From an optimization exercise on the open Yosys and OpenROAD flow, aimed at a short achievable clock period and few clock cycles; shortcuts taken in it are not production practice. RTL that was checked went through simulation tests only; none was proved equivalent to the original. Function not checked in runs 1 and 2: the RTL went through the layout flow alone. No activity file was given, so power comes from the tool's default toggle rates.

==> flow/design.v <==
module fm_codec (
    input  wire        clk,
    input  wire        rst,
    input  wire        cmd_valid,
    output wire        cmd_ready,
    input  wire [15:0] cmd,
    output wire        rsp_valid,
    input  wire        rsp_ready,
    output wire [1:0]  rsp_type,
    output wire [7:0]  rsp_data
);
    localparam [1:0] RSP_BYTE  = 2'd0;
    localparam [1:0] RSP_END   = 2'd1;
    localparam [1:0] RSP_ERROR = 2'd2;
    localparam [3:0] E_ILLEGAL    = 4'd1;
    localparam [3:0] E_DEM_NOINIT = 4'd2;
    localparam [3:0] E_MOD_SEQ    = 4'd3;
    localparam [3:0] OP_DEM_RESET  = 4'h1;
    localparam [3:0] OP_DEM_FEED   = 4'h2;
    localparam [3:0] OP_DEM_FINISH = 4'h3;
    localparam [3:0] OP_MOD_BEGIN  = 4'h4;
    localparam [3:0] OP_MOD_WORD   = 4'h5;
    localparam [3:0] OP_MOD_END    = 4'h6;
    localparam [3:0] OP_REG_READ   = 4'hA;
    localparam [11:0] SIDE_LEN  = 12'd3125;
    localparam [8:0]  MIN_BLOCK = 9'd256;
    localparam [15:0] SYNC_PAT  = 16'hAAB6;
    reg        dem_init;      
    reg        dem_step2;     
    reg        dem_phase;     
    reg [15:0] dem_hist;      
    reg [2:0]  dem_bcnt;      
    reg [11:0] dem_olen;      
    reg        mod_open;      
    reg [8:0]  mod_cnt;       
    reg        err;           
    reg [3:0]  ecode;         
    wire [7:0] hist_even = {dem_hist[14], dem_hist[12], dem_hist[10], dem_hist[8],
                            dem_hist[6],  dem_hist[4],  dem_hist[2],  dem_hist[0]};
    wire [7:0] hist_odd  = {dem_hist[15], dem_hist[13], dem_hist[11], dem_hist[9],
                            dem_hist[7],  dem_hist[5],  dem_hist[3],  dem_hist[1]};
    wire [7:0] dem_dacc  = dem_phase ? hist_odd  : hist_even;
    wire [7:0] dem_sacc  = dem_phase ? hist_even : hist_odd;
    reg        cmd_rdy_q;
    reg        cq_v;
    reg [15:0] cq;
    wire [3:0] op    = cq[15:12];
    wire [2:0] rsv   = cq[11:9];
    wire       f_bit = cq[8];
    wire [7:0] d     = cq[7:0];
    reg legal;
    always @(*) begin
        case (op)
            OP_DEM_RESET:  legal = (rsv == 3'd0) && (d == 8'd0);
            OP_DEM_FEED:   legal = (rsv == 3'd0) && !f_bit;
            OP_DEM_FINISH: legal = (rsv == 3'd0) && !f_bit && (d == 8'd0);
            OP_MOD_BEGIN:  legal = (rsv == 3'd0) && !f_bit && (d == 8'd0);
            OP_MOD_WORD:   legal = (rsv == 3'd0);
            OP_MOD_END:    legal = (rsv == 3'd0) && !f_bit && (d == 8'd0);
            OP_REG_READ:   legal = (rsv == 3'd0) && !f_bit;
            default:       legal = 1'b0;
        endcase
    end
    reg [15:0] fm_word;
    integer i;
    always @(*) begin
        fm_word = 16'd0;
        for (i = 0; i < 8; i = i + 1) begin
            fm_word[15 - 2*i] = d[i];
            fm_word[14 - 2*i] = 1'b1;
        end
        if (f_bit)
            fm_word[12] = 1'b0;
    end
    reg [31:0] reg_val;
    always @(*) begin
        case (d[3:0])
            4'h0:    reg_val = {24'd0, 1'b0, dem_bcnt, 1'b0, dem_step2, dem_phase, dem_init};
            4'h1:    reg_val = {24'd0, dem_dacc};
            4'h2:    reg_val = {24'd0, dem_sacc};
            4'h3:    reg_val = {20'd0, dem_olen};
            4'h4:    reg_val = {31'd0, mod_open};
            4'h5:    reg_val = {23'd0, mod_cnt};
            4'h9:    reg_val = {24'd0, ecode, 3'd0, err};
            default: reg_val = 32'd0;    
        endcase
    end
    wire [23:0] x1 = {dem_hist, d[0], d[1], d[2], d[3], d[4], d[5], d[6], d[7]};
    wire [19:0] x2 = {dem_hist, d[1], d[3], d[5], d[7]};
    reg  [7:0] m1;
    reg  [3:0] m2;
    reg  [7:0] eb1 [0:7];    
    reg  [7:0] eb2 [0:3];
    integer k, j;
    always @(*) begin
        for (k = 0; k < 8; k = k + 1) begin
            m1[k] = (x1[7-k +: 16] == SYNC_PAT);
            for (j = 0; j < 8; j = j + 1)
                eb1[k][j] = x1[7-k + 2*j];
        end
        for (k = 0; k < 4; k = k + 1) begin
            m2[k] = (x2[3-k +: 16] == SYNC_PAT);
            for (j = 0; j < 8; j = j + 1)
                eb2[k][j] = x2[3-k + 2*j];
        end
    end
    reg        fd_phase;
    reg [2:0]  fd_bcnt;
    reg [1:0]  fd_n;        
    reg [7:0]  fd_b0, fd_b1;
    reg        any_m;
    reg [2:0]  mpos;        
    reg [3:0]  npos;        
    reg        n_ok;        
    reg [7:0]  nbyte;
    always @(*) begin
        npos = {(3'd7 - dem_bcnt), ~dem_phase};
        if (!dem_step2) begin
            any_m = |m1;
            mpos  = 3'd0;
            for (k = 0; k < 8; k = k + 1)
                if (m1[k]) mpos = k;
            nbyte = eb1[npos[2:0]];
            n_ok  = (npos < 4'd8) && (!any_m || (npos[2:0] < mpos));
        end else begin
            any_m = |m2;
            mpos  = 3'd0;
            for (k = 0; k < 4; k = k + 1)
                if (m2[k]) mpos = k;
            nbyte = eb2[npos[1:0]];
            n_ok  = (npos < 4'd4) && (!any_m || (npos[1:0] < mpos[1:0]));
        end
        if (any_m) begin
            fd_phase = ~mpos[0];
            if (!dem_step2) fd_bcnt = {1'b0, (3'd7 - mpos) >> 1};
            else            fd_bcnt = {1'b0, (3'd3 - mpos) >> 1};
        end else begin
            fd_phase = dem_phase;
            fd_bcnt  = dem_bcnt + (dem_step2 ? 3'd2 : 3'd4);
        end
        fd_n  = {1'b0, n_ok} + {1'b0, any_m};
        fd_b0 = n_ok ? nbyte : 8'h06;
        fd_b1 = 8'h06;
    end
    wire [11:0] olen_p1 = dem_olen + 12'd1;
    wire [11:0] olen_p2 = dem_olen + 12'd2;
    reg  [1:0]  fd_out;     
    reg  [11:0] fd_olen;
    always @(*) begin
        if (dem_olen == SIDE_LEN) begin
            fd_out  = 2'd0;
            fd_olen = dem_olen;
        end else if (fd_n == 2'd2 && olen_p1 != SIDE_LEN) begin
            fd_out  = 2'd2;
            fd_olen = olen_p2;
        end else if (fd_n != 2'd0) begin
            fd_out  = 2'd1;
            fd_olen = olen_p1;
        end else begin
            fd_out  = 2'd0;
            fd_olen = dem_olen;
        end
    end
    reg        x_err;
    reg [15:0] x_data;
    reg [2:0]  x_nb;
    reg        x_pb;
    reg [3:0]  x_code;
    always @(*) begin
        x_err  = 1'b0;
        x_code = 4'd0;
        x_data = 16'd0;
        x_nb   = 3'd0;
        x_pb   = 1'b0;
        if (!legal) begin
            x_err  = 1'b1;
            x_code = E_ILLEGAL;
        end else begin
            case (op)
                OP_DEM_FEED: begin
                    if (!dem_init) begin
                        x_err  = 1'b1;
                        x_code = E_DEM_NOINIT;
                    end else begin
                        x_data = {(fd_out == 2'd2) ? fd_b1 : 8'd0, (fd_out != 2'd0) ? fd_b0 : 8'd0};
                        x_nb   = {1'b0, fd_out};
                    end
                end
                OP_DEM_FINISH: begin
                    if (!dem_init) begin
                        x_err  = 1'b1;
                        x_code = E_DEM_NOINIT;
                    end else begin
                        x_data = {4'd0, SIDE_LEN - dem_olen};
                    end
                end
                OP_MOD_BEGIN: begin
                    if (mod_open) begin
                        x_err  = 1'b1;
                        x_code = E_MOD_SEQ;
                    end
                end
                OP_MOD_WORD: begin
                    if (!mod_open) begin
                        x_err  = 1'b1;
                        x_code = E_MOD_SEQ;
                    end else begin
                        x_data = fm_word;
                        x_nb   = 3'd2;
                    end
                end
                OP_MOD_END: begin
                    if (!mod_open) begin
                        x_err  = 1'b1;
                        x_code = E_MOD_SEQ;
                    end else begin
                        x_data = {7'd0, MIN_BLOCK - mod_cnt};
                        x_pb  = 1'b1;
                    end
                end
                OP_REG_READ: begin
                    if (d > 8'h09) begin
                        x_err  = 1'b1;
                        x_code = E_ILLEGAL;
                    end else begin
                        x_data = reg_val[15:0];    
                        x_nb   = 3'd4;
                    end
                end
                default: ;    
            endcase
        end
        if (x_err)
            x_data = {12'd0, x_code};
    end
    wire x_one = x_err || (x_nb == 3'd0 && x_data[11:0] == 12'd0);
    localparam DW = 1 + 1 + 16 + 3 + 1;
    reg [DW-1:0] fifo [0:3];
    reg [1:0]    wp, rp;
    reg [3:0]    fth;       
    reg [3:0]    cth;       
    wire [DW-1:0] x_desc = {x_one, x_err, x_data, x_nb, x_pb};
    reg        a_v;
    reg        a_last;      
    reg        a_err;
    reg [15:0] a_data;      
    reg [2:0]  a_nb;
    wire [11:0] a_pad = a_data[11:0];
    reg        a_pb;
    reg        r_v;         
    reg [1:0]  r_type;
    reg [7:0]  r_data;
    reg [1:0]  h_type;      
    reg [7:0]  h_data;      
    reg        q_v;         
    reg [1:0]  q_type;
    reg [7:0]  q_data;
    assign cmd_ready = cmd_rdy_q;
    assign rsp_valid = r_v;
    assign rsp_type  = r_type;
    assign rsp_data  = r_data;
    wire adv    = !r_v || rsp_ready;            
    wire prod   = !q_v;                         
    wire f_ne   = fth[0];
    wire a_take = !a_v || (prod && a_last);     
    wire pop    = a_take && f_ne;
    wire push   = cq_v;
    wire acc    = cmd_valid && cmd_rdy_q;
    reg [1:0] b_type;
    reg [7:0] b_data;
    always @(*) begin
        if (a_err) begin
            b_type = RSP_ERROR;
            b_data = a_data[7:0];
        end else if (a_nb != 3'd0) begin
            b_type = RSP_BYTE;
            b_data = a_data[7:0];
        end else if (a_pad != 12'd0) begin
            b_type = RSP_BYTE;
            b_data = a_pb ? 8'h55 : 8'h00;
        end else begin
            b_type = RSP_END;
            b_data = 8'h00;
        end
    end
    wire b_v = a_v && prod;
    wire [1:0] n_type = !adv ? h_type : q_v ? q_type : b_type;
    wire [7:0] n_data = !adv ? h_data : q_v ? q_data : b_data;
    wire [2:0]  s_nb   = (a_nb != 3'd0) ? a_nb - 3'd1 : a_nb;
    wire [15:0] s_data = (a_nb != 3'd0) ? {8'd0, a_data[15:8]} : {4'd0, a_pad - 12'd1};
    wire        s_last = (a_nb != 3'd0) ? (a_nb == 3'd1) : (a_pad == 12'd1);
    wire [3:0] fth_up = {fth[2:0], 1'b1};
    wire [3:0] fth_dn = {1'b0, fth[3:1]};
    wire rdy_acc   = pop ? !cth[3] : !cth[2];
    wire rdy_noacc = pop ? 1'b1    : !cth[3];
    wire [3:0] cth_acc   = pop ? cth : {cth[2:0], 1'b1};
    wire [3:0] cth_noacc = pop ? {1'b0, cth[3:1]} : cth;
    always @(posedge clk) begin
        cq <= cmd;
        if (push)
            fifo[wp] <= x_desc;
    end
    always @(posedge clk) begin
        if (rst) begin
            cmd_rdy_q <= 1'b1;
            cq_v      <= 1'b0;
            wp        <= 2'd0;
            rp        <= 2'd0;
            fth       <= 4'd0;
            cth       <= 4'd0;
            a_v       <= 1'b0;
            r_v       <= 1'b0;
            r_type    <= RSP_BYTE;
            r_data    <= 8'd0;
            q_v       <= 1'b0;
            dem_init  <= 1'b0;
            dem_step2 <= 1'b0;
            dem_phase <= 1'b0;
            dem_hist  <= 16'd0;
            dem_bcnt  <= 3'd0;
            dem_olen  <= 12'd0;
            mod_open  <= 1'b0;
            mod_cnt   <= 9'd0;
            err       <= 1'b0;
            ecode     <= 4'd0;
        end else begin
            cq_v      <= acc;
            cth       <= acc ? cth_acc : cth_noacc;
            cmd_rdy_q <= acc ? rdy_acc : rdy_noacc;
            if (push && !pop)
                fth <= fth_up;
            else if (!push && pop)
                fth <= fth_dn;
            if (push) wp <= wp + 2'd1;
            if (pop)  rp <= rp + 2'd1;
            if (cq_v) begin
                if (x_err) begin
                    if (!err) begin
                        err   <= 1'b1;
                        ecode <= x_code;
                    end
                end else begin
                    case (op)
                        OP_DEM_RESET: begin
                            dem_init  <= 1'b1;
                            dem_step2 <= f_bit;
                            dem_phase <= 1'b0;
                            dem_hist  <= 16'd0;
                            dem_bcnt  <= 3'd0;
                            dem_olen  <= 12'd0;
                        end
                        OP_DEM_FEED: begin
                            dem_phase <= fd_phase;
                            dem_hist  <= dem_step2 ? x2[15:0] : x1[15:0];
                            dem_bcnt  <= fd_bcnt;
                            dem_olen  <= fd_olen;
                        end
                        OP_MOD_BEGIN: begin
                            mod_open <= 1'b1;
                            mod_cnt  <= 9'd0;
                        end
                        OP_MOD_WORD: begin
                            if (mod_cnt < MIN_BLOCK)
                                mod_cnt <= mod_cnt + 9'd2;
                        end
                        OP_MOD_END: begin
                            mod_open <= 1'b0;
                        end
                        default: ;
                    endcase
                end
            end
            if (a_take) begin
                a_v <= f_ne;
                {a_last, a_err, a_data, a_nb, a_pb} <= fifo[rp];
            end else if (prod) begin
                a_last <= s_last;
                a_nb   <= s_nb;
                a_data <= s_data;
            end
            if (adv) begin
                r_v    <= q_v ? 1'b1   : b_v;
                q_v    <= 1'b0;
            end else if (!q_v) begin
                q_v    <= b_v;
            end
            r_type <= n_type;
            r_data <= n_data;
            h_type <= n_type;
            h_data <= n_data;
            if (!q_v) begin
                q_type <= b_type;
                q_data <= b_data;
            end
        end
    end
endmodule
==> flow/flow/run.sh <==
#!/bin/bash
set -euo pipefail
bash standard.sh finish SETUP_SLACK_MARGIN=12.5 "BUFFER_PORTS_ARGS=-buffer_cell sky130_fd_sc_hd__buf_6" > standard.log 2>&1
==> flow/standard.sh <==
#!/bin/bash
# synth_recipe.tcl (not shown) runs the flow's synth.tcl, then flattens the netlist and writes it again
# the make line also repeats each setting of config.mk as NAME=value (left out here)
make -C /OpenROAD-flow-scripts/flow DESIGN_CONFIG=/design/flow/config.mk WORK_HOME=/design/flow/orfs CLKGATE_MAP_FILE= SYNTH_SCRIPT=/design/flow/synth_recipe.tcl "${@:-finish}"
==> flow/config.mk <==
export PLATFORM = sky130hd
export DESIGN_NAME = fm_codec
export DESIGN_NICKNAME = fm_codec
export VERILOG_FILES = /design/flow/design.v
export SDC_FILE = /design/flow/constraint.sdc
export NUM_CORES = 4
export LEC_CHECK = 0
export CAP_MARGIN = 20
export CORE_MARGIN = 2
export CORE_UTILIZATION = 40
export PLACE_DENSITY = 0.6
export SLEW_MARGIN = 20
==> flow/constraint.sdc <==
create_clock -name core_clock -period 15.0 [get_ports {clk}]
set_input_delay 3.0000 -clock core_clock [delete_from_list [all_inputs] [get_ports {clk}]]
set_output_delay 3.0000 -clock core_clock [all_outputs]
set_load 0.01 [all_outputs]
==> reports/metrics.cfg, run 1 <==
[setup_path]
critPathTopFamily = flip-flops
path_cells = buf_6
critPathLaunchType = flop
crit_slowest_cell = dfxtp_4
crit_arrival_ps = 990
critPathMaxFanout = 2
setup.worst_path.end_class = output port
path_class = reg2out
critical_path_required_ps = 12000
cpPeakStageDelay_ps = 340
worst-path-buf-inv = 1

[sta]
report.final.slew_viol_count = 0
rsz0062_at_grt = true
fin_tns_setup_ps = 0
tightest_slew_ps = 777.7
fin_crit_ps = 3987
fin_crit_sh_pct = 26.58
relSlewSlack_pct = 47.84
finClkSkew_ps = 30.99
setup_viol = 0
finalHoldViolations = 0
fmax_ghz = 0.2508

[detailed_routing]
drc = 0
finalWirelength_mm = 35.44
drt_iter0_drc = 934
viasPerCell = 5.962
vias = 9921
antenna_left = 0
wire_per_inst_um = 21.30
first_pass_iters = 6

[clock_tree]
htree_levels = 1
cts_root_buffer = clkbuf_16
cts_buffers = 26
holdBufCountCts = 0
clk_latency_ps = 550
cts_buffer_depth = 3
cts_sinks = 221
cts_tree = done
path_clk_slew_ps = 60

[global_routing]
grt_pass1_vias = 9214
grt_max_degree = 36
grtUsageTotal_pct = 21.95
overflow = 0
antenna_found_initial = 0
grt_pass1_wl_mm = 52.57

[place]
io_buffer_count = 31
dp_hpwl_mm = 20.67
gp_congestion = 0.9484
dpl.cell_count = 1477

[outcome]
status = finished clean

[die]
rows = 62
die_x_um = 174.9
start_util_pct = 40.71
die_y_um = 174.9
core_area_um2 = 28700
die_area_um2 = 30600
pin_count = 32

[synthesis]
synth.top_cell.area_share_pct = 33.41
ys_ff_latch = 221
syn_area_per_cell_um2 = 10.30
yosys_warnings = 3
syn_inst = 1134
yosysMostFrequentCell = edfxtp_1
synth.mux.area_fraction_pct = 9.316
synthTopCellsByArea = edfxtp_1 33%, dfxtp_1 16%, mux4_2 4.2%
yosys.area_share.simple_pct = 19.25
synth_fa_ha_area_share_pct = 2.356
synth_xor_area_share_pct = 2.698
synth_commonest_cells = 130 x edfxtp_1, 109 x nand2_1, 94 x nor2_1
synth_top_family_by_area = simple AND/OR/NAND/NOR gates
synth_compound_area_share_pct = 13.15
synthesis.area_um2 = 11680
synth_edf_count = 130
yosys.area.top_type = edfxtp_1
ys_seq_area_share_pct = 49.00
async_flop_share_pct = 0
synth_nets = 1176
synthFlopType = edfxtp_1
synth.distinct_cells = 83

[final_layout]
final_nets = 1302
stdcell_count = 1664
fillCellCount = 2342
syn_to_final_growth_pct = 37.06
drive_gt1_share_pct = 37.42
seqCellArea_um2 = 5828
multi_input_area_um2 = 6630
diodes = 0

[power]
total_leakage_power_nw = 5.599
power_per_cell_area_nw_per_um2 = 90.12
vdd_drop_max_mv = 0.07657

[job]
cap_viol_max_count = 0

[min_path]
hp-class = reg2reg

[timing repair]
| action | 4_1_cts | 5_1_grt |
|---|---|---|
| gates resized for setup | 158 | 122 |
| pin swaps | 75 | 54 |
| endpoints found under the setup margin | 235 | 223 |
| setup buffers | 62 | 61 |
| cloned | 15 | 1 |
[stage by stage]
stage	util, %	hold WS, ps	power, mW	setup WS (ps)	area, µm²
after floorplan	-	450.7	0.7371	11130	12170
after global placement	43.87	469.6	0.7618	10540	12590
after CTS	52.24	484.6	1.449	10990	14990
after detailed placement	43.87	474.8	0.7631	10530	12590
final	55.80	489.5	1.443	11010	16020
after global routing	55.80	513.4	1.490	10980	16020
[worst paths after layout]
path / start / to / slack [ps] / cells past startpoint
worst min-delay path: cth[2] / cth[2] / 490 / 2
worst min register to register: cth[2] / cth[2] / 490 / 2
worst max register to register: dem_hist[9] / fifo[1][21] / 11640 / 14
worst max-delay path: cmd_rdy_q / cmd_ready / 11010 / 1
[final cells by class]
| type | instances | share of cell area [%] |
|---|---|---|
| Sequential cell | 221 | 36.39 |
| Tap cell | 384 | 3.000 |
| Timing Repair inverter | 4 | 0.5781 |
| Multi-Input combinational cell | 799 | 41.40 |
| Timing Repair Buffer | 176 | 12.05 |
| Clock inverter | 16 | 1.437 |
| Inverter | 32 | 0.9375 |
| Clock buffer | 32 | 4.203 |
[cell usage in the layout (no fill, tap or decap), types with 17 or more instances in the layout]
cell,n
nand3_1,23
buf_4,85
xnor2_1,19
buf_6,67
dfxtp_4,22
mux2i_1,30
and2_1,20
a21oi_1,42
ha_1,21
nand2_1,95
mux4_2,22
edfxtp_1,130
dfxtp_1,53
clkbuf_16,26
inv_1,28
nor2_1,72
nand4_1,17
o21ai_0,56
[cell families after synthesis]
family,Yosys count
xor+xnor,36
buf+inv,117
flops,221
simple gates,420
mux,78
fa+ha+maj,22
compound gates,240
[power by group]
group	switching (mW)	internal [mW]
clock	0.255	0.407
combinational	0.0521	0.0549
sequential	0.0169	0.657
total	0.324	1.12
[state kept, by name (all words and copies together), names as in the netlist, 12 cells and up, named ones only]
register / cells
cq: 16
dem_olen: 12
dem_hist: 16
a_data: 16
fifo: 88
[routing by layer]
metal / track usage (%) / part of all wire [%] / vias up
met3: 4.047 / 7.5 / 108
met4: 10.14 / 4.9 / 0
met5: 0 / 0 / -
met1: 29.33 / 41 / 4863
met2: 34.68 / 46 / 458
li1: - / - / 4492
==> run 2: changes to the inputs <==
==> flow/flow/run.sh (replaced) <==
#!/bin/bash
set -euo pipefail
bash standard.sh finish SETUP_SLACK_MARGIN=12.5 > standard.log 2>&1
==> reports/metrics.cfg, run 2 <==
[detailed_routing]
drt_iter0_drc = 1069  ; +14%
drc = 0  ; unchanged
viasPerCell = 5.911  ; -0.85%
wire_per_inst_um = 21.25  ; -0.22%
vias = 9730  ; -1.9%
antenna_left = 0  ; unchanged
finalWirelength_mm = 34.98  ; -1.3%
first_pass_iters = 8  ; +2

[min_path]
hp-class = reg2reg
worstHoldStart = cth[2]

[setup_path]
path_cells = buf_6
path_class = reg2out
setup.worst_path.end_class = output port
critical_path_required_ps = 12000  ; about the same
crit_arrival_ps = 1010  ; +20 ps
crit_slowest_cell = dfxtp_4
r2r_setup_slack_ps = 11550  ; -90 ps
critPathTopFamily = flip-flops
cp-startpoint = r_v
cpPeakStageDelay_ps = 350  ; about the same
timing.rr.start = cq[2]
critPathLaunchType = flop
critPathMaxFanout = 2  ; unchanged
worst-path-buf-inv = 1  ; unchanged

[power]
power.total_mw = 1.428  ; -1.1%
power_frac_seq_pct = 47.2  ; +0.5 points
switching_share_pct = 23.38  ; +0.92 points
vdd_drop_max_mv = 0.07675  ; +0.23%
power_frac_clock_pct = 44.8  ; -1.1 points
p_comb_share_pct = 8.0  ; +0.6 points
total_leakage_power_nw = 5.364  ; -4.2%
power_per_cell_area_nw_per_um2 = 90.36  ; +0.27%
p_int_mw = 1.094  ; -2.2%
p_switching_uw = 333.9  ; +3.0%

[synthesis]
synth.distinct_cells = 83  ; unchanged
synth_nets = 1176  ; unchanged
yosys_warnings = 3  ; unchanged
yosysMostFrequentCell = edfxtp_1
synth_edf_count = 130  ; unchanged
async_flop_share_pct = 0  ; unchanged
syn_area_per_cell_um2 = 10.30  ; unchanged
ys_ff_latch = 221  ; unchanged
synthFlopType = edfxtp_1
yosys.area.top_type = edfxtp_1
synthTopCellsByArea = edfxtp_1 33%, dfxtp_1 16%, mux4_2 4.2%
synth_commonest_cells = 130 x edfxtp_1, 109 x nand2_1, 94 x nor2_1
syn_inst = 1134  ; unchanged
ys_seq_area_share_pct = 49.00  ; unchanged
synth.top_cell.area_share_pct = 33.41  ; unchanged
synthesis.area_um2 = 11680  ; unchanged

[sta]
timing.final.ws_setup_ps = 10990  ; -21.80 ps
fin_crit_sh_pct = 26.73  ; +0.15 points
finalHoldViolations = 0  ; unchanged
relSlewSlack_pct = 40.75  ; -7.1 points
rsz0062_at_grt = true
whs_ps = 489.5  ; +0.009000 ps
tightest_slew_ps = 882.7  ; +105.0 ps
fin_tns_setup_ps = 0  ; unchanged
fin_crit_ps = 4009  ; +21.80 ps
fmax_ghz = 0.2495  ; -0.54%
report.final.slew_viol_count = 0  ; unchanged
setup_viol = 0  ; unchanged
finClkSkew_ps = 13.75  ; -17.24 ps

[final_layout]
post-route-util_pct = 55.05  ; -0.75 points
multi_input_area_um2 = 6630  ; unchanged
diodes = 0  ; unchanged
drive_gt1_share_pct = 36.29  ; -1.1 points
postLayoutCellArea_um2 = 15800  ; -1.3%
regMostFlops = fifo
fillCellCount = 2445  ; +4.4%
largest_register_ffs = 88  ; unchanged
syn_to_final_growth_pct = 35.23
stdcell_count = 1646  ; -1.1%
seqCellArea_um2 = 5813  ; -0.26%
final_common_cell = edfxtp_1
final_nets = 1285  ; -1.3%
most-common-layout-cells = 130 x edfxtp_1, 99 x nand2_1, 73 x buf_4

[clock_tree]
clk_latency_ps = 550  ; about the same
cts_buffers = 25  ; -3.8%
path_clk_slew_ps = 60  ; about the same
cts_buffer_depth = 3  ; unchanged
htree_levels = 1  ; unchanged
holdBufCountCts = 0  ; unchanged
cts_root_buffer = clkbuf_16
cts_tree = done
cts_sinks = 221  ; unchanged

[die]
pin_count = 32  ; unchanged
die_area_um2 = 30600  ; unchanged
rows = 62  ; unchanged
die_x_um = 174.9  ; unchanged
core_area_um2 = 28700  ; unchanged
die_y_um = 174.9  ; unchanged
start_util_pct = 40.71  ; unchanged

[outcome]
status = finished clean

[global_routing]
grt_pass1_wl_mm = 53.41  ; +1.6%
grt_max_degree = 36  ; unchanged
grt_pass1_vias = 9243  ; +0.31%
overflow = 0  ; unchanged
grtUsageTotal_pct = 22.22  ; +0.27 points
antenna_found_initial = 0  ; unchanged

[place]
place_ws_ps = 10230  ; -296.5 ps
gp_congestion = 0.9181  ; -3.2%
dp_hpwl_mm = 20.67  ; about the same
placed_area_um2 = 12550  ; -0.35%
io_buffer_count = 31  ; unchanged
dpl.cell_count = 1477  ; unchanged

[job]
cap_viol_max_count = 0  ; unchanged

[run 2: worst paths after layout]
kind	endpoint	depth (start not counted)
worst min-delay path	cth[2]	2
worst min register to register	cth[2]	2
worst max register to register	dem_olen[6]	13
worst max-delay path	rsp_valid	1
[run 2: area by class of cell]
class	instances	area share, %
flip-flops and latches	221	36.79
repair buffers	160	11.42
clock buffers	27	4.007
inverters	32	0.9264
multi-input cells	799	41.96
repair inverters	4	0.4118
clock inverters	19	1.449
well taps	384	3.041
[run 2: kinds of logic after synthesis]
kind of cell	after synthesis	synth area share [%]
buffers and inverters	117	4.230
AOI/OAI and AO/OA	240	13.15
adders and majority gates	22	2.356
muxes	78	9.316
DFF	221	49.00
and+or+nand+nor	420	19.25
xor gates and xnor gates	36	2.698
[run 2: repair_timing]
action,CTS,global route
setup buffers,60,47
pin swaps,42,39
hold endpoints to repair,0,0
cloned,15,1
resized for setup,309,107
setup endpoints to repair,219,223
[run 2: worst reg2reg max path: cells and delay by family (launching register included)]
family	cells	cell delay [ps]
AOI/OAI and AO/OA	3	380
adders and majority gates	1	280
DFF	1	500
muxes	1	360
and+or+nand+nor	8	1810
[run 2: power by group through the flow]
stage               sequential (mW)  combinational (mW)  clock (mW)
finish                        0.674               0.114       0.640
global route                  0.675               0.122       0.679
CTS                           0.674               0.104       0.653
detailed placement            0.688              0.0737           0
global placement              0.688              0.0729           0
floorplan                     0.680              0.0567           0
[run 2: layer usage]
layer	wire, µm	GRT usage [%]	up-vias
met3	2494	3.525	122
met5	0	0	-
met4	1515	8.056	0
met1	14210	29.29	4675
met2	16760	37.06	459
li1	-	-	4474
==> run 3: changes to the inputs <==
--- a/flow/design.v
+++ b/flow/design.v
@@ -250,2 +250,3 @@
     reg        r_v;         
+    reg        r_e;         
     reg [1:0]  r_type;
@@ -261,3 +262,3 @@
     assign rsp_data  = r_data;
-    wire adv    = !r_v || rsp_ready;            
+    wire adv    = r_e || rsp_ready;            
     wire prod   = !q_v;                         
@@ -267,3 +268,3 @@
     wire push   = cq_v;
-    wire acc    = cmd_valid && cmd_rdy_q;
+    wire acc    = cmd_valid && !cth[3];         
     reg [1:0] b_type;
@@ -312,2 +313,3 @@
             r_v       <= 1'b0;
+            r_e       <= 1'b1;
             r_type    <= RSP_BYTE;
@@ -382,2 +384,3 @@
                 r_v    <= q_v ? 1'b1   : b_v;
+                r_e    <= !(q_v || b_v);
                 q_v    <= 1'b0;
==> reports/metrics.cfg, run 3 <==
[detailed_routing]
wire_per_inst_um = 21.00  ; -1.2%
drt_iter0_drc = 859  ; -20%
antenna_left = 0  ; unchanged
drc = 0  ; unchanged
first_pass_iters = 6  ; -2
finalWirelength_mm = 34.18  ; -2.3%
vias = 9543  ; -1.9%
viasPerCell = 5.862  ; -0.84%

[synthesis]
synthesis.area_um2 = 11770  ; +0.76%
synthTopCellsByArea = edfxtp_1 33%, dfxtp_1 16%, mux4_2 4.6%
synthFlopType = edfxtp_1
yosys_warnings = 3  ; unchanged
synth_nets = 1202  ; +2.2%
async_flop_share_pct = 0  ; unchanged
yosysMostFrequentCell = edfxtp_1
syn_inst = 1160  ; +2.3%
ys_ff_latch = 222  ; +0.45%
synth_commonest_cells = 130 x edfxtp_1, 129 x nor2_1, 109 x nand2_1
synth_edf_count = 130  ; unchanged
synth.distinct_cells = 88  ; +6.0%
syn_area_per_cell_um2 = 10.15  ; -1.5%
yosys.area.top_type = edfxtp_1
synth.top_cell.area_share_pct = 33.16  ; -0.25 points
ys_seq_area_share_pct = 48.80  ; -0.20 points

[place]
place_ws_ps = 10430  ; +193.8 ps
io_buffer_count = 31  ; unchanged
dpl.cell_count = 1515  ; +2.6%
placed_area_um2 = 12630  ; +0.67%
dp_hpwl_mm = 20.64  ; -0.16%
gp_congestion = 0.8883  ; -3.2%

[min_path]
hold_path_depth = 2  ; unchanged
hold_end = cth[0]
worstHoldStart = cth[0]
hp-class = reg2reg

[outcome]
status = finished clean

[final_layout]
stdcell_count = 1628  ; -1.1%
diodes = 0  ; unchanged
post-route-util_pct = 52.57  ; -2.5 points
syn_to_final_growth_pct = 28.85
largest_register_ffs = 88  ; unchanged
final_common_cell = edfxtp_1
regMostFlops = fifo
drive_gt1_share_pct = 31.75  ; -4.5 points
most-common-layout-cells = 130 x edfxtp_1, 100 x nand2_1, 76 x nor2_1
fillCellCount = 2511  ; +2.7%
postLayoutCellArea_um2 = 15170  ; -4.0%
final_nets = 1268  ; -1.3%

[power]
power_per_cell_area_nw_per_um2 = 92.35  ; +2.2%
vdd_drop_max_mv = 0.07234  ; -5.7%
total_leakage_power_nw = 5.177  ; -3.5%
power.total_mw = 1.401  ; -1.9%

[global_routing]
antenna_found_initial = 0  ; unchanged
overflow = 0  ; unchanged
grt_pass1_wl_mm = 53.06  ; -0.66%
grtUsageTotal_pct = 21.81  ; -0.42 points
grt_max_degree = 37  ; +2.8%
grt_pass1_vias = 9311  ; +0.74%

[sta]
report.final.slew_viol_count = 0  ; unchanged
rsz0062_at_grt = true
relSlewSlack_pct = 52.77  ; +12 points
whs_ps = 481.5  ; -8.055 ps
timing.final.ws_setup_ps = 11040  ; +47.30 ps
finClkSkew_ps = 28.52  ; +14.77 ps
setup_viol = 0  ; unchanged
fin_crit_sh_pct = 26.41  ; -0.32 points
fin_crit_ps = 3961  ; -47.30 ps
fmax_ghz = 0.2524  ; +1.2%
fin_tns_setup_ps = 0  ; unchanged
finalHoldViolations = 0  ; unchanged
tightest_slew_ps = 707.5  ; -175.2 ps

[clock_tree]
cts_sinks = 222  ; +0.45%
cts_buffers = 24  ; -4.0%
cts_root_buffer = clkbuf_16
htree_levels = 1  ; unchanged
cts_buffer_depth = 3  ; unchanged
clk_latency_ps = 550  ; about the same
path_clk_slew_ps = 60  ; about the same
holdBufCountCts = 0  ; unchanged
cts_tree = done

[die]
die_y_um = 175.6  ; +0.37%
core_area_um2 = 28860  ; +0.54%
die_x_um = 175.6  ; +0.37%
rows = 62  ; unchanged
start_util_pct = 40.80  ; +0.089 points
pin_count = 32  ; unchanged
die_area_um2 = 30820  ; +0.74%

[setup_path]
r2r_setup_slack_ps = 11400  ; -150 ps
critPathTopFamily = flip-flops
crit_arrival_ps = 960  ; -50 ps
worst-path-buf-inv = 1  ; unchanged
timing.rr.start = dem_hist[3]
path_class = reg2out
reg2reg_depth = 12  ; -1
critPathLaunchType = flop
rr_endpoint = fifo[0][21]
setup.worst_path.end_class = output port
crit_slowest_cell = dfxtp_2
critical_path_required_ps = 12000  ; about the same
cpPeakStageDelay_ps = 320  ; -30 ps
path_cells = buf_6
critPathMaxFanout = 1  ; -1

[job]
cap_viol_max_count = 0  ; unchanged

run 3: changes by cell type after synthesis, sizes merged, moves of 11 or more:
| cell | previous run | this run |
|---|---|---|
| nor2 | 95 | 129 |
| nor2b | 10 | 21 |
| nor3 | 28 | 39 |
| clkbuf | 57 | 45 |
| mux2i | 30 | 18 |
| and2 | 28 | 17 |
run 3: how the worst max path moves through the flow:
stage | slack (ps) | start | cells after the start | end
after floorplan | 10970 | rst | 3 | a_nb[0]
after global placement | 10440 | rst | 6 | dem_olen[10]
after detailed placement | 10430 | rst | 6 | dem_olen[6]
after CTS | 11020 | r_data[6] | 1 | rsp_data[6]
after global routing | 11010 | r_v | 1 | rsp_valid
final | 11040 | r_data[6] | 1 | rsp_data[6]
run 3: logic make-up (layout without fill, tap and decap cells):
| logic type | count (synthesis) | count (layout) | share of synthesized area [%] |
|---|---|---|---|
| compound gates | 257 | 257 | 14.35 |
| xor+xnor | 38 | 38 | 2.827 |
| fa+ha+maj | 22 | 22 | 2.338 |
| simple gates | 455 | 457 | 20.15 |
| mux | 60 | 60 | 7.843 |
| flops | 222 | 222 | 48.80 |
| buf+inv | 106 | 188 | 3.698 |
run 3: per-layer routing:
layer | vias up | part of all wire, % | GRT usage (%)
met5 | - | 0 | 0
met4 | 0 | 3.0 | 6.508
met3 | 80 | 6.4 | 4.091
met2 | 346 | 50 | 37.71
met1 | 4676 | 41 | 27.79
li1 | 4441 | - | -
run 3: layout make-up:
| cell class | count | area (µm²) | share of cell area, % |
|---|---|---|---|
| clock inverter | 15 | 177.7 | 1.171 |
| inverter | 32 | 150.1 | 0.9897 |
| clock buffer | 29 | 619.3 | 4.082 |
| tap | 384 | 480.5 | 3.167 |
| sequential | 222 | 5822 | 38.38 |
| timing repair buffer | 109 | 1358 | 8.948 |
| timing repair inverter | 3 | 62.56 | 0.4124 |
| multi-input combinational | 834 | 6501 | 42.85 |
run 3: what timing repair did:
action,4_1_cts,5_1_grt
cloned,13,1
setup buffers,42,13
pin swaps,63,20
endpoints found under the setup margin,237,229
resized for setup,282,98
run 3: where the power goes:
group          leakage [nW]  total [mW]  switching, mW  internal, mW
Combinational          2.70       0.111         0.0566        0.0541
Clock                 0.388       0.612          0.250         0.362
Sequential             2.09       0.678         0.0178         0.660
Testbench counts of run 3, summed over its fixed seeds: cycles 139,034.
==> run 4: changes to the inputs <==
==> flow/flow/run.sh (replaced) <==
#!/bin/bash
set -euo pipefail
bash standard.sh finish SETUP_SLACK_MARGIN=12.5 "BUFFER_PORTS_ARGS=-buffer_cell sky130_fd_sc_hd__buf_6" > standard.log 2>&1
==> reports/metrics.cfg, run 4 <==
[sta]
setup_viol = 0  ; unchanged
rsz0062_at_grt = true
fin_tns_setup_ps = 0  ; unchanged
finalHoldViolations = 0  ; unchanged
fin_crit_ps = 3970  ; +8.700 ps
tightest_slew_ps = 735.1  ; +27.58 ps
report.final.slew_viol_count = 0  ; unchanged
fin_crit_sh_pct = 26.47  ; +0.058 points
fmax_ghz = 0.2519  ; -0.22%
relSlewSlack_pct = 50.56  ; -2.2 points
finClkSkew_ps = 17.06  ; -11.46 ps

[synthesis]
synth.top_cell.area_share_pct = 33.16  ; unchanged
async_flop_share_pct = 0  ; unchanged
synth.distinct_cells = 88  ; unchanged
synthFlopType = edfxtp_1
ys_seq_area_share_pct = 48.80  ; unchanged
yosysMostFrequentCell = edfxtp_1
yosys.area.top_type = edfxtp_1
synth_nets = 1202  ; unchanged
synth_edf_count = 130  ; unchanged
yosys_warnings = 3  ; unchanged
synthesis.area_um2 = 11770  ; unchanged
synth_commonest_cells = 130 x edfxtp_1, 129 x nor2_1, 109 x nand2_1
synthTopCellsByArea = edfxtp_1 33%, dfxtp_1 16%, mux4_2 4.6%
ys_ff_latch = 222  ; unchanged
syn_inst = 1160  ; unchanged
syn_area_per_cell_um2 = 10.15  ; unchanged

[outcome]
status = finished clean

[clock_tree]
cts_buffer_depth = 3  ; unchanged
htree_levels = 1  ; unchanged
cts_buffers = 25  ; +4.2%
cts_root_buffer = clkbuf_16
cts_tree = done
clk_latency_ps = 540  ; about the same
cts_sinks = 222  ; unchanged
path_clk_slew_ps = 60  ; about the same

[setup_path]
path_cells = buf_6
timing.rr.start = dem_hist[4]
reg2reg_depth = 13  ; +1
critPathTopFamily = flip-flops
cpPeakStageDelay_ps = 320  ; about the same
r2r_setup_slack_ps = 11340  ; -60 ps
setup.worst_path.end_class = output port
rr_endpoint = fifo[1][21]
crit_arrival_ps = 970  ; about the same
worst-path-buf-inv = 1  ; unchanged
critPathLaunchType = flop
critical_path_required_ps = 12000  ; about the same
critPathMaxFanout = 2  ; +1
path_class = reg2out
crit_slowest_cell = dfxtp_2

[detailed_routing]
viasPerCell = 5.829  ; -0.56%
drt_iter0_drc = 847  ; -1.4%
finalWirelength_mm = 34.23  ; +0.14%
wire_per_inst_um = 20.77  ; -1.1%
antenna_left = 0  ; unchanged
first_pass_iters = 6  ; unchanged
vias = 9606  ; +0.66%
drc = 0  ; unchanged

[place]
io_buffer_count = 31  ; unchanged
dp_hpwl_mm = 20.69  ; +0.26%
gp_congestion = 0.8641  ; -2.7%

[final_layout]
most-common-layout-cells = 130 x edfxtp_1, 96 x nand2_1, 84 x nor2_1
largest_register_ffs = 88  ; unchanged
diodes = 0  ; unchanged
regMostFlops = fifo
syn_to_final_growth_pct = 30.19
final_nets = 1288  ; +1.6%
drive_gt1_share_pct = 34.10  ; +2.3 points
post-route-util_pct = 53.12  ; +0.55 points
final_common_cell = edfxtp_1

[power]
power.total_mw = 1.386  ; -1.1%
vdd_drop_max_mv = 0.06898  ; -4.6%
power_per_cell_area_nw_per_um2 = 90.43  ; -2.1%
total_leakage_power_nw = 5.318  ; +2.7%

[min_path]
worstHoldStart = cth[0]
hold_path_depth = 2  ; unchanged
hp-class = reg2reg
hold_end = cth[0]

[global_routing]
grt_pass1_vias = 9094  ; -2.3%
grt_max_degree = 37  ; unchanged
grt_pass1_wl_mm = 53.10  ; about the same
antenna_found_initial = 0  ; unchanged
grtUsageTotal_pct = 21.96  ; +0.16 points
overflow = 0  ; unchanged

[die]
rows = 62  ; unchanged
die_x_um = 175.6  ; unchanged
core_area_um2 = 28860  ; unchanged
start_util_pct = 40.80  ; unchanged
die_area_um2 = 30820  ; unchanged
die_y_um = 175.6  ; unchanged
pin_count = 32  ; unchanged

[job]
cap_viol_max_count = 0  ; unchanged

==> run 4: cell counts after synthesis <==
Identical to the previous run, type by type.
==> run 4: logic make-up (layout without fill, tap and decap cells) <==
family / after synthesis / in the layout / share of synthesized area, %
multiplexers: 60 / 60 / 7.843
AND/OR/NAND/NOR: 455 / 459 / 20.15
AO/OA/AOI/OAI: 257 / 257 / 14.35
flip-flops: 222 / 222 / 48.80
XOR/XNOR: 38 / 38 / 2.827
adder cells (fa/ha/maj): 22 / 22 / 2.338
buffers and inverters: 106 / 206 / 3.698
==> run 4: tightest hold or removal path: cells and delay by family (launching register included) <==
kind | cells | cell delay (ps)
DFF | 1 | 320
AOI/OAI and AO/OA | 1 | 60
buffers and inverters | 1 | 50
==> run 4: area by class of cell <==
type / instances / area [µm²]
Clock buffer: 37 / 728.2
Clock inverter: 8 / 85.08
Fill cell: 2495 / 13530
Inverter: 32 / 152.6
Multi-Input combinational cell: 836 / 6560
Sequential cell: 222 / 5833
Tap cell: 384 / 480.5
Timing Repair Buffer: 126 / 1426
Timing Repair inverter: 3 / 62.56
==> run 4: layer usage <==
layer	global-route usage [%]	share of wire, %	routed length (µm)
met5	0	0	0
met4	7.541	3.5	1188
met3	2.965	6.1	2085
met2	37.11	49	16800
met1	29.08	41	14170
==> run 4: stage by stage <==
stage | hold WS (ps) | std cells | worst slack (ps) | cell area, µm²
after floorplan | 432.3 | 1160 | 10970 | 12170
after global placement | 450.8 | 1513 | 10580 | 12660
after detailed placement | 470.9 | 1513 | 10550 | 12660
after CTS | 480.3 | 1619 | 11000 | 14680
after global routing | 500.1 | 1648 | 10990 | 15330
final | 476.2 | 1648 | 11030 | 15330
==> run 4: worst max-delay path by stage <==
stage,startpoint,end,slack [ps],cells past startpoint
6_report,r_v,rsp_valid,11030,1
5_1_grt,r_v,rsp_valid,10990,1
4_1_cts,r_v,rsp_valid,11000,1
3_5_place_dp,rst,a_nb[2],10550,3
3_3_place_gp,rst,a_nb[0],10580,3
2_1_floorplan,rst,a_nb[0],10970,3
==> run 4: power by group <==
group / switching [mW] / total [mW] / internal, mW
clock: 0.249 / 0.605 / 0.355
sequential: 0.0179 / 0.678 / 0.660
combinational: 0.0539 / 0.104 / 0.0500
total: 0.321 / 1.39 / 1.07
==> run 4: repair_timing <==
item,CTS,global route
pin swaps,78,55
gates cloned,14,1
endpoints found under the setup margin,236,224
hold buffers,0,0
gates resized for setup,150,108
buffers inserted,47,28

[re-timing with driven ports]
Ports are ideal in the flow. The routed layouts listed here were re-timed in OpenROAD.
Step 1 sets driving cells, clkbuf_16 on the clock port and buf_2 on the other inputs (assumed; they add their load-dependent delay and slew).
Step 2 moves the port delays by t, midway between the first and last clock arrival at a register: inputs arrive t later, outputs are due t later. That takes back most of the time a late clock gives input paths.
Three values: no drivers, after step 1, after step 2; two values: the first two.
run | t (ns) | slack for setup (ns) | hold slack, ns | slew at the worst register clock pin (ns)
run 1 | 0.585 | 11.013 / 10.966 / 10.481 | 0.490 / 0.490 / 0.490 | 0.07 / 0.07
run 2 | 0.595 | 10.991 / 10.942 / 10.783 | 0.490 / 0.490 / 0.490 | 0.07 / 0.07
run 3 | 0.583 | 11.039 / 10.991 / 10.844 | 0.481 / 0.481 / 0.481 | 0.07 / 0.07
run 4 | 0.583 | 11.030 / 10.982 / 10.691 | 0.476 / 0.476 / 0.476 | 0.07 / 0.07
After both steps every run listed still meets setup and hold. The setup slack of run 1, which loses most, moves by -0.047 ns with the drivers and by -0.532 ns with both steps.
